Background: an optimization exercise with open tools, aiming at small area, a short achievable clock period and few clock cycles. Do not read the settings as production practice. Only simulation tests tie the RTL to the original design; equivalence was not proved. Power figures rest on the tool's default switching activity, not on a simulated workload.

## v53
==> flow/design.v (excerpt) <==
module gsm7_codec (
    input  wire        clk,
    input  wire        rst,
    input  wire        cmd_valid,
    output wire        cmd_ready,
    input  wire        cmd_dec,       
    input  wire [2:0]  cmd_pad,       
    input  wire [8:0]  cmd_len,       
    input  wire        in_valid,
    output wire        in_ready,
    input  wire [15:0] in_data,
    output reg         out_valid,
    output wire [15:0] out_data,
    output reg         done,
    output wire        done_err,
    output wire [8:0]  done_pos,
    output wire        done_escp
);
export LEC_CHECK = 0
export ABC_CLOCK_PERIOD_IN_PS = 3000
export CAP_MARGIN = 20
export CORE_MARGIN = 5
export CORE_UTILIZATION = 50
export SETUP_SLACK_MARGIN = 5
export SLEW_MARGIN = 20
create_clock -name core_clock -period 8.0 [get_ports {clk}]
run.sh (not shown) runs the stock make flow with config.mk's settings and CLKGATE_MAP_FILE= SYNTH_SCRIPT=/design/flow/synth_recipe.tcl, a recipe that flattens the netlist after the stock synthesis.
Testbench counts of v53, summed over its fixed seeds: cycles 16,021.
> inputs changed (v53 -> v47)
- CORE_UTILIZATION changed from 50 to 25
- CTS_BUF_LIST newly set to sky130_fd_sc_hd__clkbuf_2 sky130_fd_sc_hd__clkbuf_4 sky130_fd_sc_hd__clkbuf_8
Results
Between v47 and v53, total of clock buffers placed in the layout is lower for v47, v53 comes in above that. The lower ratio of final minimum period to clock period of v47 and v53 is in v53. The time the worst path needs with I/O delays and setup number comes out lower for v53 vs v47. Fraction of layout cells with a size suffix above 1: v47 and v53 compared, lower one is v53. For the clock-pin slew on the worst setup and hold paths, v47 came in 30 ps higher than v53 did. Diff v53 -> v47 | met2 wire length | up slightly. Final worst setup slack, v47 and v53: lower on v47. Min combinational power across v47 and v53: v47. On combinational group share of total power, the lower figure sits with v53, not v47. After detailed routing, v53 needs less wire than v47.
Input changes introduced in v33 (baseline for comparison: v47):
- clearing CTS_BUF_LIST, which used to be sky130_fd_sc_hd__clkbuf_2 sky130_fd_sc_hd__clkbuf_4 sky130_fd_sc_hd__clkbuf_8
==> flow/flow/run.sh (new file) <==
#!/bin/bash
# Own flow: the standard flow, with the port buffers made from the
# smallest buffer cell instead of the default choice.
set -euo pipefail
# the standard synthesis, unchanged
bash standard.sh synth > synth.log 2>&1
# the rest of the standard flow
bash standard.sh 'BUFFER_PORTS_ARGS=-buffer_cell sky130_fd_sc_hd__buf_1' finish > layout.log 2>&1
==> flow/standard.sh (new file) <==
#!/bin/bash
# synth_recipe.tcl (not shown) runs the flow's synth.tcl, then flattens the netlist and writes it again
# the make line also repeats each setting of config.mk as NAME=value (left out here)
make -C /OpenROAD-flow-scripts/flow DESIGN_CONFIG=/design/flow/config.mk WORK_HOME=/design/flow/orfs CLKGATE_MAP_FILE= SYNTH_SCRIPT=/design/flow/synth_recipe.tcl "${@:-finish}"
removed: flow/run.sh
[summary]
v33 vs v47, final estimated routing congestion in global placement went up by 0.95%. Status: power in sequential cells parity (v33, v47). v33 vs v47 — non-clock buffer area fraction after layout dropped 4.5 points. Final-layout worst hold slack came out lower on v33 than on v47. In terms of shortest period the worst path allows, v47 and v33 differ only marginally. Looking at v47 and v33, the post-route non-filler standard cell count is a wash.
The inputs of v52 differ from those of v33 as listed below.
==> flow/run.sh (new file) <==
#!/bin/bash
# synth_recipe.tcl (not shown) runs the flow's synth.tcl, then flattens the netlist and writes it again
# the make line also repeats each setting of config.mk as NAME=value (left out here)
make -C /OpenROAD-flow-scripts/flow DESIGN_CONFIG=/design/flow/config.mk WORK_HOME=/design/flow/orfs CLKGATE_MAP_FILE= SYNTH_SCRIPT=/design/flow/synth_recipe.tcl finish
removed: flow/flow/run.sh
removed: flow/standard.sh
Findings:
- Cell area after placement for v52: 5.5% up relative to v33
- v52 vs. v33: wire length on met3 lost about 10%; post-route worst setup slack lost 4.4 ps.

* * *

gsm7_codec, a different RTL version from the one above (not shown whole).
Size in the first run: about 950 cells after synthesis, ~64 I/O pins, roughly 6000 sq um of cells after synthesis.
Design gsm7_codec, start of the top module:
module gsm7_codec (
    input  wire        clk,
    input  wire        rst,
    input  wire        cmd_valid,
    output wire        cmd_ready,
    input  wire        cmd_dec,       
    input  wire [2:0]  cmd_pad,       
    input  wire [8:0]  cmd_len,       
    input  wire        in_valid,
    output wire        in_ready,
    input  wire [15:0] in_data,
    output reg         out_valid,
    output wire [15:0] out_data,
    output reg         done,
    output wire        done_err,
    output wire [8:0]  done_pos,
    output wire        done_escp
);
Settings: LEC_CHECK=0, ABC_AREA=1, CAP_MARGIN=20, CORE_MARGIN=5, CORE_UTILIZATION=25, CTS_BUF_LIST=sky130_fd_sc_hd__clkbuf_4 sky130_fd_sc_hd__clkbuf_8, CTS_CLUSTER_SIZE=30, SETUP_SLACK_MARGIN=5, SLEW_MARGIN=20; clock period 8.0 ns.
standard.sh (not shown) runs the stock make flow with config.mk's settings and CLKGATE_MAP_FILE= SYNTH_SCRIPT=/design/flow/synth_recipe.tcl, a recipe that flattens the netlist after the stock synthesis.
==> flow/flow/run.sh <==
#!/bin/bash
# Own flow: the standard flow, with the port buffers made from the
# smallest buffer cell instead of the default choice.
set -euo pipefail
# the standard synthesis, unchanged
bash standard.sh synth > synth.log 2>&1
# the rest of the standard flow
bash standard.sh 'BUFFER_PORTS_ARGS=-buffer_cell sky130_fd_sc_hd__buf_1' finish > layout.log 2>&1
Testbench counts at the start, summed over its fixed seeds: cycles 15,854.
Change:
- ABC_AREA: 1 -> unset
- ABC_CLOCK_PERIOD_IN_PS: unset -> 3000
- CTS_CLUSTER_DIAMETER: unset -> 200
- CTS_CLUSTER_SIZE: 30 -> 60
Outcome: Via count falls by a few percent; count of clock-buffer cells in the layout does not change; wire length rises by a few percent; cell count falls by about a fifth; non-clock buffer count rises by 12; clock power rises by about a fifth; total power falls by a few percent; combinational power falls by about a fifth; critical path depth falls by 5; maximum frequency falls by a few percent; hold slack is about the same.
Change:
==> flow/flow/run.sh (replaced) <==
#!/bin/bash
set -euo pipefail
# the standard synthesis, unchanged
bash standard.sh synth > synth.log 2>&1
# the rest of the standard flow
bash standard.sh 'BUFFER_PORTS_ARGS=-buffer_cell sky130_fd_sc_hd__buf_1' \
    SETUP_SLACK_MARGIN=5.2 finish > layout.log 2>&1
- ABC_AREA: unset -> 1
- CTS_CLUSTER_DIAMETER: 200 -> unset
- CTS_CLUSTER_SIZE: 60 -> 30
After rerunning: Global-route usage increases by 1.1 points; combinational power increases by 31%; critical path depth increases by 5; power increases by 10%; final cell count increases by 21%; wire length increases by 0.41%; non-clock buffer count increases by 7; design area decreases by 0.70%; die area decreases by 2.8%; worst setup slack improved by 0.23 ns; flip-flop and latch count does not change.
Change:
==> flow/flow/run.sh (replaced) <==
#!/bin/bash
# Own flow: the standard flow, with the port buffers made from the
# smallest buffer cell instead of the default choice.
set -euo pipefail
# the standard synthesis, unchanged
bash standard.sh synth > synth.log 2>&1
# the rest of the standard flow
bash standard.sh 'BUFFER_PORTS_ARGS=-buffer_cell sky130_fd_sc_hd__buf_1' finish > layout.log 2>&1
- ABC_CLOCK_PERIOD_IN_PS: 3000 -> 2500
The new run produced a clean layout.
Utilization went down by 1.1 points.
Non-clock buffer count went down by 19.
Area after synthesis is unchanged.
Final area went down by 3.4%.
Die area does not change.
First-iteration DRC count went down by 13%.
Global-route usage went down by 0.23 points.
Final cell count went down by 1.5%.
Combinational power went down by 7.1%.
Worst hold slack loses 0.013 ns.
Change:
==> flow/flow/run.sh (replaced) <==
#!/bin/bash
set -euo pipefail
# the standard synthesis, unchanged
bash standard.sh synth > synth.log 2>&1
# the rest of the standard flow
bash standard.sh 'BUFFER_PORTS_ARGS=-buffer_cell sky130_fd_sc_hd__buf_1' \
    SETUP_SLACK_MARGIN=5.3 finish > layout.log 2>&1
- ABC_AREA: 1 -> unset
- ABC_CLOCK_PERIOD_IN_PS: 2500 -> 3000
Global-route usage climbs by 0.17 points.
Fmax drops by 5.5%.
First-iteration DRC count climbs by 6.4%.

* * *

== run A ==
gsm7_codec, a different RTL version from the one above (not shown whole).
Size in the first run: about 69 flip-flops, roughly 64 I/O pins, about 5800 µm² of cells after synthesis.
==> flow/design.v (excerpt) <==
module gsm7_codec (
    input  wire        clk,
    input  wire        rst,
    input  wire        cmd_valid,
    output wire        cmd_ready,
    input  wire        cmd_dec,       
    input  wire [2:0]  cmd_pad,       
    input  wire [8:0]  cmd_len,       
    input  wire        in_valid,
    output wire        in_ready,
    input  wire [15:0] in_data,
    output reg         out_valid,
    output wire [15:0] out_data,
    output reg         done,
    output wire        done_err,
    output wire [8:0]  done_pos,
    output wire        done_escp
);
clock: 8.0 ns
lec_check: 0
abc_area: 1
abc_clock_period_in_ps: 3000
cap_margin: 20
core_margin: 5
core_utilization: 25
cts_buf_list: sky130_fd_sc_hd__clkbuf_4 sky130_fd_sc_hd__clkbuf_8
cts_cluster_size: 30
gpl_routability_driven: 0
setup_slack_margin: 5
slew_margin: 20
==> flow/flow/run.sh <==
#!/bin/bash
# Own flow: the standard flow, with the port buffers made from the
# smallest buffer cell instead of the default choice.
set -euo pipefail
# the standard synthesis, unchanged
bash standard.sh synth > synth.log 2>&1
# the rest of the standard flow
bash standard.sh 'BUFFER_PORTS_ARGS=-buffer_cell sky130_fd_sc_hd__buf_1' finish > layout.log 2>&1
No stage failed in run A, and the final checks on the layout all came back clean.
Testbench counts of run A, summed over its fixed seeds: cycles 15,854.
What run B does differently from run A at the input level:
Settings: removing GPL_ROUTABILITY_DRIVEN (formerly 0).
==> flow/flow/run.sh <==
#!/bin/bash
set -euo pipefail
# the standard synthesis, unchanged
bash standard.sh synth > synth.log 2>&1
# the rest of the standard flow
bash standard.sh 'BUFFER_PORTS_ARGS=-buffer_cell sky130_fd_sc_hd__buf_1' \
    SETUP_SLACK_MARGIN=5.15 finish > layout.log 2>&1
==> comparison <==
Run B did not stop at any stage, and its layout met the timing, design-rule and antenna checks. Setup slack: run B more than run A. Run A consumes less power than run B. When the final numbers for run A and run B were put side by side, the detailed placer's ending HPWL turned out to be greater in run B. Run B vs run A: final-layout fill cell count down by a few percent. Taking run B over run A, the design area ratio works out to 1.05. Of run A and run B, the run reporting the lower clock distribution power was run A. Run B supports a higher top clock frequency than run A. Final worst clock skew of run A is on par with run B. The synthesis-to-layout area growth number comes out higher for run B vs run A.
For run C, these inputs were changed with respect to run B:
Settings: TNS_END_PERCENT: unset -> 20.
==> flow/flow/run.sh <==
#!/bin/bash
# Own flow: the standard flow, with the port buffers made from the
# smallest buffer cell instead of the default choice.
set -euo pipefail
# the standard synthesis, unchanged
bash standard.sh synth > synth.log 2>&1
# the rest of the standard flow
bash standard.sh 'BUFFER_PORTS_ARGS=-buffer_cell sky130_fd_sc_hd__buf_1' finish > layout.log 2>&1
### Flow results
- Number of iterations in the first detailed-routing pass was lower in run C than in run B.
- Against run B, post-layout instance count excluding filler cells in run C fell by a few percent.
- Run C against run B; number of fillers in the final layout is up slightly.
- The higher non-clock buffer count came out of run B.
- Changes observed in run C relative to run B: number of cells on the critical path now sits higher, power consumption now sits lower, clock network fraction of total power now sits lower, sequential share of layout area now sits higher.
- Synthesized-area fraction occupied by adder cells delta (run B -> run C): insignificant
- Run C vs run B: setup slack down

* * *

RTL: one of the versions met above, not the one the previous note started from.
Size in the first run: about 740 cells after synthesis, about 69 flip-flops, about 6200 sq um of cells after synthesis.
==> flow/config.mk <==
export PLATFORM = sky130hd
export DESIGN_NAME = gsm7_codec
export DESIGN_NICKNAME = gsm7_codec
export VERILOG_FILES = /design/flow/design.v
export SDC_FILE = /design/flow/constraint.sdc
export NUM_CORES = 4
export LEC_CHECK = 0
export ABC_CLOCK_PERIOD_IN_PS = 3000
export CAP_MARGIN = 0
export CORE_MARGIN = 5
export CORE_UTILIZATION = 25
export CTS_BUF_LIST = sky130_fd_sc_hd__clkbuf_4 sky130_fd_sc_hd__clkbuf_8
export CTS_CLUSTER_SIZE = 30
export SETUP_SLACK_MARGIN = 5
export SLEW_MARGIN = 0
==> flow/constraint.sdc <==
create_clock -name core_clock -period 8.0 [get_ports {clk}]
set_input_delay 1.6000 -clock core_clock [delete_from_list [all_inputs] [get_ports {clk}]]
set_output_delay 1.6000 -clock core_clock [all_outputs]
set_load 0.01 [all_outputs]
==> flow/flow/run.sh <==
#!/bin/bash
# Own flow: the standard flow, with the port buffers made from the
# smallest buffer cell instead of the default choice.
set -euo pipefail
# the standard synthesis, unchanged
bash standard.sh synth > synth.log 2>&1
# the rest of the standard flow
bash standard.sh 'BUFFER_PORTS_ARGS=-buffer_cell sky130_fd_sc_hd__buf_1' finish > layout.log 2>&1
The starting point finished with timing, DRC and antenna clean.
Testbench counts at the start, summed over its fixed seeds: cycles 15,854.
Edit:
ABC_AREA = 1   (was unset)
CAP_MARGIN = 20   (was 0)
SLEW_MARGIN = 20   (was 0)
The new run ran to the end with no violations.
Routed wire length is lower by 2.7%.
Synthesized cell count grows by 29%.
Fmax climbs by 5.4%.
Global-route usage grows by 0.86 points.
Final area drops by 4.1%.
Register-to-register slack is better by 0.15 ns.
Edit:
ABC_AREA = unset   (was 1)
CORE_UTILIZATION = 45   (was 25)
PLACE_DENSITY = 0.7   (was unset)
Maximum frequency came out lower by 4.5%.
Clock skew is about the same.
Global-route usage came out higher by 8.6 points.
Wire length came out lower by 2.4%.
Worst setup slack is worse by 0.14 ns.

* * *

== north ==
gsm7_codec with an RTL version that a note above also has.
For scale: roughly 69 flip-flops, roughly 5800 sq um of cells after synthesis.
Settings: LEC_CHECK=0, ABC_AREA=1, ABC_CLOCK_PERIOD_IN_PS=3000, CAP_MARGIN=20, CORE_MARGIN=5, CORE_UTILIZATION=25, CTS_BUF_LIST=sky130_fd_sc_hd__clkbuf_4 sky130_fd_sc_hd__clkbuf_8, CTS_CLUSTER_SIZE=30, GPL_TIMING_DRIVEN=0, SETUP_SLACK_MARGIN=5, SLEW_MARGIN=20; clock period 8.0 ns.
Scripts as last shown in full above: flow/flow/run.sh
Testbench counts of north, summed over its fixed seeds: cycles 15,854.
> inputs changed (north -> south)
Settings: swapping sky130_fd_sc_hd__clkbuf_4 sky130_fd_sc_hd__clkbuf_8 for sky130_fd_sc_hd__clkbuf_2 sky130_fd_sc_hd__clkbuf_4 in CTS_BUF_LIST; clearing GPL_TIMING_DRIVEN, which used to be 0.
==> comparison <==
- south went all the way through synthesis, placement and routing and the layout is clean on timing, DRC and antenna.
- Run comparison: north start-to-end type of the worst setup path reg2reg; south start-to-end type of the worst setup path in2reg
- [south vs north] final core utilization: lower in south
- Diff north -> south: part of the power in combinational logic higher, power drawn by the sequential cells moved up, power -0.00016 W.
- Diff north -> south: routed wire length went down, number of logic stages on the critical path including buffering lower.
--- input diff south..east ---
Settings: CTS_BUF_LIST now sky130_fd_sc_hd__clkbuf_4 sky130_fd_sc_hd__clkbuf_8, was sky130_fd_sc_hd__clkbuf_2 sky130_fd_sc_hd__clkbuf_4; TNS_END_PERCENT now 0, previously not set.
Notes after the runs:
- Kind of critical path: in2reg -> south, reg2reg -> east
- south ended up with in_valid as its critical path startpoint; east ended up with n[0].
- Changes observed in east relative to south: final HPWL from detailed placement level, average cell area after synthesis level, least setup slack across all paths after layout moved down, detailed-route wire length moved down.
- east ended up with a higher critical path depth than south did.
- Of the two values seen for library cell contributing the largest single delay on the critical path, nor2_1 was produced by east and mux2_2 by south.
- More vias were needed by south than by east.
[inputs] west vs east
Settings: TNS_END_PERCENT no longer set, was 0.
- Both conditions hold for west: the flow ran to the end and the final layout passed the timing, design-rule and antenna checks.
- Delta (west minus east): net switching power shows an increase of 0.0000019 W; proportion of cell area occupied by registers -0.52 points.
- Power (west vs. east) increases slightly
- From west to east, share of the synthesized area in compound gates (AO/OA/AOI/OAI) did not move at all.
- Delta (west minus east): sequential power did not really move; total track usage has remained practically unchanged.

[static timing again, ports no longer ideal]
The flow's constraints put no driver on any port. The routed layouts listed below were extracted and timed again, unchanged, in two steps.
Step 1 (the two cells are an assumption about what drives the block):
set clk [get_ports {clk}]
set_driving_cell -lib_cell sky130_fd_sc_hd__clkbuf_16 $clk
set_driving_cell -lib_cell sky130_fd_sc_hd__buf_2 [delete_from_list [all_inputs] $clk]
Step 2 moves the port delays by t, midway between the first and last clock arrival at a register: inputs arrive t later, outputs are due t later. That takes back most of the time a late clock gives input paths.
a / b / c = ideal / step 1 / step 2; a / b = the first two.
run	t (ns)	slack for setup (ns)	hold slack, ns	worst setup path after step 2
v53	0.372	5.026 / 4.986 / 4.710	0.493 / 0.493 / 0.493	input to register
v47	0.393	4.985 / 4.985 / 4.633	0.505 / 0.505 / 0.505	input to register
v33	0.382	4.982 / 4.982 / 4.726	0.494 / 0.494 / 0.494	input to register
v52	0.381	4.978 / 4.978 / 4.636	0.500 / 0.500 / 0.500	input to register
the first run of note 2	0.403	5.165 / 5.165 / 4.835	0.492 / 0.492 / 0.492	input to register
the second run of note 2	0.412	5.010 / 5.010 / 4.858	0.493 / 0.493 / 0.493	input to register
the third run of note 2	0.411	5.244 / 5.244 / 4.891	0.505 / 0.505 / 0.505	input to register
the fourth run of note 2	0.403	5.165 / 5.165 / 4.835	0.492 / 0.492 / 0.492	input to register
the fifth run of note 2	0.412	5.000 / 5.000 / 4.907	0.499 / 0.499 / 0.499	input to register
run A	0.393	5.151 / 5.151 / 4.832	0.468 / 0.468 / 0.468	input to register
run B	0.382	5.245 / 5.252 / 4.870	0.476 / 0.476 / 0.476	input to register
run C	0.391	5.026 / 5.026 / 4.703	0.472 / 0.472 / 0.472	input to register
the first run of note 4	0.412	5.010 / 5.010 / 4.858	0.493 / 0.493 / 0.493	input to register
the second run of note 4	0.403	5.165 / 5.165 / 4.835	0.492 / 0.492 / 0.492	input to register
the third run of note 4	0.406	5.030 / 5.030 / 4.879	0.504 / 0.504 / 0.504	input to register
north	0.395	5.165 / 5.165 / 4.894	0.475 / 0.475 / 0.475	input to register
south	0.463	5.155 / 5.148 / 4.698	0.477 / 0.477 / 0.477	input to register
east	0.390	5.021 / 5.021 / 4.688	0.472 / 0.472 / 0.472	input to register
west	0.388	5.187 / 5.192 / 4.808	0.472 / 0.472 / 0.472	input to register
After both steps setup and hold are still met in every run listed. The setup slack of south, which loses most, moves by -0.007 ns with the drivers and by -0.457 ns with both steps.
